Source: an optimization exercise on an open RTL-to-GDS flow (aim: small area and a short achievable clock period). Production flows keep margins and buffers that such runs may drop. At most, simulation tests tie the RTL to the original design; equivalence was not proved. Power figures rest on the tool's default switching activity, not on a simulated workload.

## run A
==> module cia402_add, before the edit <==
module cia402_add #(parameter W = 33, parameter CI = 1) (
  input  wire [W-1:0] a,
  input  wire [W-1:0] b,
  output wire [W-1:0] s,
  output wire [W-1:0] co
);
  function integer cl2;
    input integer x;
    integer v;
    begin
      cl2 = 0;
      v = 1;
      while (v < x) begin
        v = v * 2;
        cl2 = cl2 + 1;
      end
    end
  endfunction
  localparam L = cl2(W);
  wire [(L+1)*W-1:0] g;
  wire [(L+1)*W-1:0] p;
  wire g0 = CI ? (a[0] | b[0]) : (a[0] & b[0]);
  genvar l, i;
  generate
    for (l = 0; l <= L; l = l + 1) begin : z
      assign g[l*W] = g0;
      assign p[l*W] = 1'b0;
    end
    for (i = 1; i < W; i = i + 1) begin : l1
      if (i == 1) begin : c
        cia402_gp1c u (.ah(a[1]), .bh(b[1]), .c(g0), .gn(g[W+1]));
        assign p[W+1] = 1'b0;
      end else begin : n
        cia402_gp1 u (.ah(a[i]), .bh(b[i]), .al(a[i-1]), .bl(b[i-1]),
                      .gn(g[W+i]), .pn(p[W+i]));
      end
    end
    for (l = 2; l <= L; l = l + 1) begin : lvl
      for (i = 1; i < W; i = i + 1) begin : col
        if (i >= (1 << (l - 1))) begin : node
          localparam integer J  = i - (1 << (l - 1));
          localparam integer NJ = (J == 0) ? 0 :
                                  ((cl2(J + 1) < l - 1) ? cl2(J + 1) : l - 1);
          wire gl = ((NJ % 2) == ((l - 1) % 2)) ? g[(l-1)*W+J] : !g[(l-1)*W+J];
          wire pl = ((NJ % 2) == ((l - 1) % 2)) ? p[(l-1)*W+J] : !p[(l-1)*W+J];
          if (((l - 1) % 2) == 0) begin : n
            cia402_gpn u (.gh(g[(l-1)*W+i]), .ph(p[(l-1)*W+i]), .gl(gl), .pl(pl),
                          .gn(g[l*W+i]), .pn(p[l*W+i]));
          end else begin : pp
            cia402_gpp u (.ghn(g[(l-1)*W+i]), .phn(p[(l-1)*W+i]), .gln(gl), .pln(pl),
                          .g(g[l*W+i]), .p(p[l*W+i]));
          end
        end else begin : pass
          assign g[l*W+i] = g[(l-1)*W+i];
          assign p[l*W+i] = p[(l-1)*W+i];
        end
      end
    end
    for (i = 0; i < W; i = i + 1) begin : cout
      if (i == 0) begin : c0
        assign co[0] = CI;
      end else begin : ck
        localparam integer NI = (i == 1) ? 0 : ((cl2(i) < L) ? cl2(i) : L);
        assign co[i] = ((NI % 2) == 0) ? g[L*W+i-1] : !g[L*W+i-1];
      end
    end
  endgenerate
  assign s = a ^ b ^ co;
endmodule
clock: 8.0 ns
lec_check: 0
cap_margin: 20
core_margin: 2
core_utilization: 40
setup_slack_margin: 5
slew_margin: 20
synth_hierarchical: 1
synth_minimum_keep_size: 0
standard.sh (not shown) runs the stock make flow with config.mk's settings and CLKGATE_MAP_FILE= SYNTH_SCRIPT=/design/flow/synth_recipe.tcl, a recipe that flattens the netlist after the stock synthesis.
==> flow/flow/run.sh <==
#!/bin/bash
# The standard layout (standard.sh: the standard flow's synthesis, floorplan, place, CTS, route), with the
# port buffers that placement inserts on every input and output made from the small
# sky130_fd_sc_hd__buf_1 instead of the default pick; repair may still resize them.
set -euo pipefail
bash standard.sh 'BUFFER_PORTS_ARGS=-buffer_cell sky130_fd_sc_hd__buf_1' finish > standard_flow.log 2>&1
Input-level comparison between run B and run A:
--- a/flow/design.v
+++ b/flow/design.v
@@ -44,21 +44,9 @@
   input  wire [W-1:0] b,
   output wire [W-1:0] s,
   output wire [W-1:0] co
 );
-  function integer cl2;
-    input integer x;
-    integer v;
-    begin
-      cl2 = 0;
-      v = 1;
-      while (v < x) begin
-        v = v * 2;
-        cl2 = cl2 + 1;
-      end
-    end
-  endfunction
-  localparam L = cl2(W);
+  localparam L = $clog2(W);
   wire [(L+1)*W-1:0] g;
   wire [(L+1)*W-1:0] p;
   wire g0 = CI ? (a[0] | b[0]) : (a[0] & b[0]);
   genvar l, i;
@@ -80,9 +68,9 @@
       for (i = 1; i < W; i = i + 1) begin : col
         if (i >= (1 << (l - 1))) begin : node
           localparam integer J  = i - (1 << (l - 1));
           localparam integer NJ = (J == 0) ? 0 :
-                                  ((cl2(J + 1) < l - 1) ? cl2(J + 1) : l - 1);
+                                  (($clog2(J + 1) < l - 1) ? $clog2(J + 1) : l - 1);
           wire gl = ((NJ % 2) == ((l - 1) % 2)) ? g[(l-1)*W+J] : !g[(l-1)*W+J];
           wire pl = ((NJ % 2) == ((l - 1) % 2)) ? p[(l-1)*W+J] : !p[(l-1)*W+J];
           if (((l - 1) % 2) == 0) begin : n
             cia402_gpn u (.gh(g[(l-1)*W+i]), .ph(p[(l-1)*W+i]), .gl(gl), .pl(pl),
@@ -100,9 +88,9 @@
     for (i = 0; i < W; i = i + 1) begin : cout
       if (i == 0) begin : c0
         assign co[0] = CI;
       end else begin : ck
-        localparam integer NI = (i == 1) ? 0 : ((cl2(i) < L) ? cl2(i) : L);
+        localparam integer NI = (i == 1) ? 0 : (($clog2(i) < L) ? $clog2(i) : L);
         assign co[i] = ((NI % 2) == 0) ? g[L*W+i-1] : !g[L*W+i-1];
       end
     end
   endgenerate
Results
Run A and run B ended up with roughly the same layout-stage area growth over the synthesis result.
Between run B and run A, the difference in post-route worst setup slack is negligible.
From run A to run B the numbers moved as follows: critical path depth essentially unchanged; buffers plus inverters on the worst setup path essentially unchanged; count of buffers not belonging to the clock network in the layout essentially unchanged; fraction of standard cell area that is sequential essentially unchanged.
As far as share of cells above drive strength 1 goes, run B and run A are indistinguishable; the numbers are identical.
Final area came out exactly the same in run B and run A.
Compared run B against run A; area of the die within noise.
Number of cells after detailed placement: run A vs run B identical
~same total routed wire length on the met1 layer in run B and run A
As far as number of clock-tree buffers in the layout goes, run B and run A are indistinguishable; the numbers are identical.
Comparing run A against run B, there is no change at all in flip-flop and latch count.
Y dimension of the die came out exactly the same in run B and run A.
No functional check of the RTL was part of run B.

========
Another version of the RTL of cia402_fsm (not shown whole).
Size: ~2,600 cells after synthesis, about 670 I/O pins, about 20,000 um2 of cells after synthesis.
Settings: LEC_CHECK=0, CAP_MARGIN=20, CORE_MARGIN=2, CORE_UTILIZATION=40, SETUP_SLACK_MARGIN=5, SLEW_MARGIN=20, SYNTH_HIERARCHICAL=1, SYNTH_MINIMUM_KEEP_SIZE=0; clock period 8.0 ns.
Scripts as last shown in full above: flow/flow/run.sh
Rerun with:
--- a/flow/design.v
+++ b/flow/design.v
@@ -111,16 +111,27 @@
           cia402_x2 u (.a(h[i]), .b(g[L*W+i-1]), .y(s[i]));
         end else begin : n
           cia402_x2n u (.a(h[i]), .b(g[L*W+i-1]), .y(s[i]));
         end
       end
     end
   endgenerate
 endmodule
+module cia402_neg4 (
+  input  wire [3:0] v,
+  output wire [3:0] r,
+  output wire       c
+);
+  assign r[0] = v[0];
+  assign r[1] = v[1] ^ v[0];
+  assign r[2] = v[2] ^ (v[1] | v[0]);
+  assign r[3] = v[3] ^ (v[2] | v[1] | v[0]);
+  assign c    = !(v[3] | v[2] | v[1] | v[0]);
+endmodule
 module cia402_gt (
   input  wire a,
   input  wire b,
   output wire g,
   output wire t
 );
   assign g = a & b;
   assign t = a | b;
@@ -155,16 +166,17 @@
   input  wire b,
   output wire y
 );
   assign y = !(a ^ b);
 endmodule
 module cia402_addhc #(parameter W = 33, parameter CI = 1) (
   input  wire [W-1:0] a,
   input  wire [W-1:0] b,
+  input  wire         ci,
   output wire [W-1:0] s,
   output wire [W-1:0] co
 );
   function integer cl2;
     input integer x;
     integer v;
     begin
       cl2 = 0;
@@ -185,17 +197,17 @@
         if (i >= (1 << (k - 1)) + 1)
           npass = npass + 1;
     end
   endfunction
   localparam MO = ((W - 1) % 2 == 1) ? W - 1 : W - 2;    
   localparam L  = cl2(MO + 1);
   wire [(L+1)*W-1:0] g;
   wire [(L+1)*W-1:0] p;
-  wire g0 = CI ? (a[0] | b[0]) : (a[0] & b[0]);
+  wire g0 = (CI == 2) ? ci : CI ? (a[0] | b[0]) : (a[0] & b[0]);
   wire [W-1:0] cv;
   wire [W-1:0] h = a ^ b;
   genvar l, i;
   generate
     for (i = 1; i < W; i = i + 2) begin : l1
       if (i == 1) begin : c
         cia402_gp1c u (.ah(a[1]), .bh(b[1]), .c(g0), .gn(g[W+1]));
         assign p[W+1] = 1'b0;
@@ -237,18 +249,18 @@
       end else begin : f
         wire gin, tin;
         cia402_gtn ug (.a(a[i]), .b(b[i]), .gn(gin), .tn(tin));
         cia402_cop uc (.gn(gin), .tn(tin), .cn(g[L*W+i-1]), .y(cv[i]));
       end
     end
     for (i = 0; i < W; i = i + 1) begin : sum
       if (i == 0) begin : s0
-        assign co[0] = CI;
-        assign s[0]  = CI ? !h[0] : h[0];
+        assign co[0] = (CI == 2) ? 1'b0 : CI[0];
+        assign s[0]  = (CI == 2) ? 1'b0 : CI ? !h[0] : h[0];
       end else begin : sk
         localparam integer INV = (i - 1 == 0) ? 0 :
                                  ((i - 1) % 2 == 1) ? (npass(i - 1, L) % 2) :
                                  (1 - (npass(i - 2, L) % 2));
         assign co[i] = INV ? !cv[i-1] : cv[i-1];
         if (INV) begin : n
           cia402_x2n u (.a(h[i]), .b(cv[i-1]), .y(s[i]));
         end else begin : t
@@ -540,20 +552,26 @@
                     .r(cyc_h ? q_cw0 : (!clr_cw && cw0)), .y(cw0_nx));
   wire cfg_on_next = !rst && (cfg_on || do_cycle || do_stop || do_drain);
   wire [31:0] ex_pos  = ex_in[47:16];
   wire [31:0] ex_vel  = ex_in[79:48];
   wire [31:0] sp_eff = start_pos & {32{motor_enabled}};
   wire [32:0] dA = {ex_pos[31], ex_pos};
   wire [32:0] dB = ~{sp_eff[31], sp_eff};
   wire [32:0] ex_delta, dC;
-  cia402_addhc #(.W(33), .CI(1)) u_delta (.a(dA), .b(dB), .s(ex_delta), .co(dC));
-  wire [35:0] ex_rpm, rC;
-  cia402_add #(.W(36), .CI(1)) u_rpm (.a({ex_vel, 4'd0}), .b(~{{4{ex_vel[31]}}, ex_vel}),
-                                       .s(ex_rpm), .co(rC));
+  cia402_addhc #(.W(33), .CI(1)) u_delta (.a(dA), .b(dB), .ci(1'b0), .s(ex_delta),
+                                          .co(dC));
+  wire [35:0] ex_rpm;
+  wire rpm_c4;
+  cia402_neg4 u_neg4 (.v(ex_vel[3:0]), .r(ex_rpm[3:0]), .c(rpm_c4));
+  wire [32:0] rS, rC;
+  cia402_addhc #(.W(33), .CI(2)) u_rpm (.a({ex_vel, 1'b0}),
+                                        .b({~{{4{ex_vel[31]}}, ex_vel[31:4]}, 1'b0}),
+                                        .ci(rpm_c4), .s(rS), .co(rC));
+  assign ex_rpm[35:4] = rS[32:1];
   wire hi_zero, hi_ones;
   cia402_hi u_hi (.a(dA[32:9]), .b(dB[32:9]), .c(dC[10]), .zero(hi_zero), .ones(hi_ones));
   wire keep_delta;
   cia402_keep u_keep (.nrst(!rst), .x1(do_cycle && !motor_enabled && ex_resp_fresh),
                       .x2(do_cycle && !motor_enabled && !ex_resp_fresh && q_open),
                       .e(ex_open), .y(keep_delta));
   wire moving_nx;
   cia402_near u_near (.a(dA[9:0]), .b(dB[9:0]), .c(dC[5:0]),
Result:
- power went down by a few percent
- worst hold slack barely changes
- sequential power barely changes
- combinational power decreases by about a fifth
- worst setup slack gains 0.033 ns
- clock power fell by a few percent
- design area drops by a few percent
- global-route usage went up by 0.20 points
- routed wire length is lower by a few percent
- clock skew stays flat
- die area drops by a few percent
- utilization went up by 0.44 points
For the first run of this note, only the layout was checked, not whether the RTL still works.

-- what the ideal ports hide --
No port has a modelled driver above. Below, the same layouts with a new extraction and two added sets of constraints. Step 1 assumes that a clkbuf_16 drives the clock port and a buf_2 every other input. Step 2 times the ports against the registers' clock, not the clock port: input delays grow and output delays shrink by t, the midpoint of the rising clock arrivals with the driver on. Slacks: no drivers / after step 1 / after step 2; pairs: no drivers / after step 1.
run	shift t [ns]	setup WS [ns]	worst hold slack (ns)
run A	0.628	4.687 / 4.706 / 4.078	0.453 / 0.453 / 0.453
run B	0.628	4.687 / 4.706 / 4.078	0.453 / 0.453 / 0.453
the first run of note 2	0.613	5.016 / 5.024 / 4.411	0.453 / 0.453 / 0.453
the second run of note 2	0.615	5.050 / 4.991 / 4.432	0.452 / 0.452 / 0.452
After both steps every run listed still meets setup and hold. The setup slack of the second run of note 2, which loses most, moves by -0.059 ns with the drivers and by -0.618 ns with both steps.
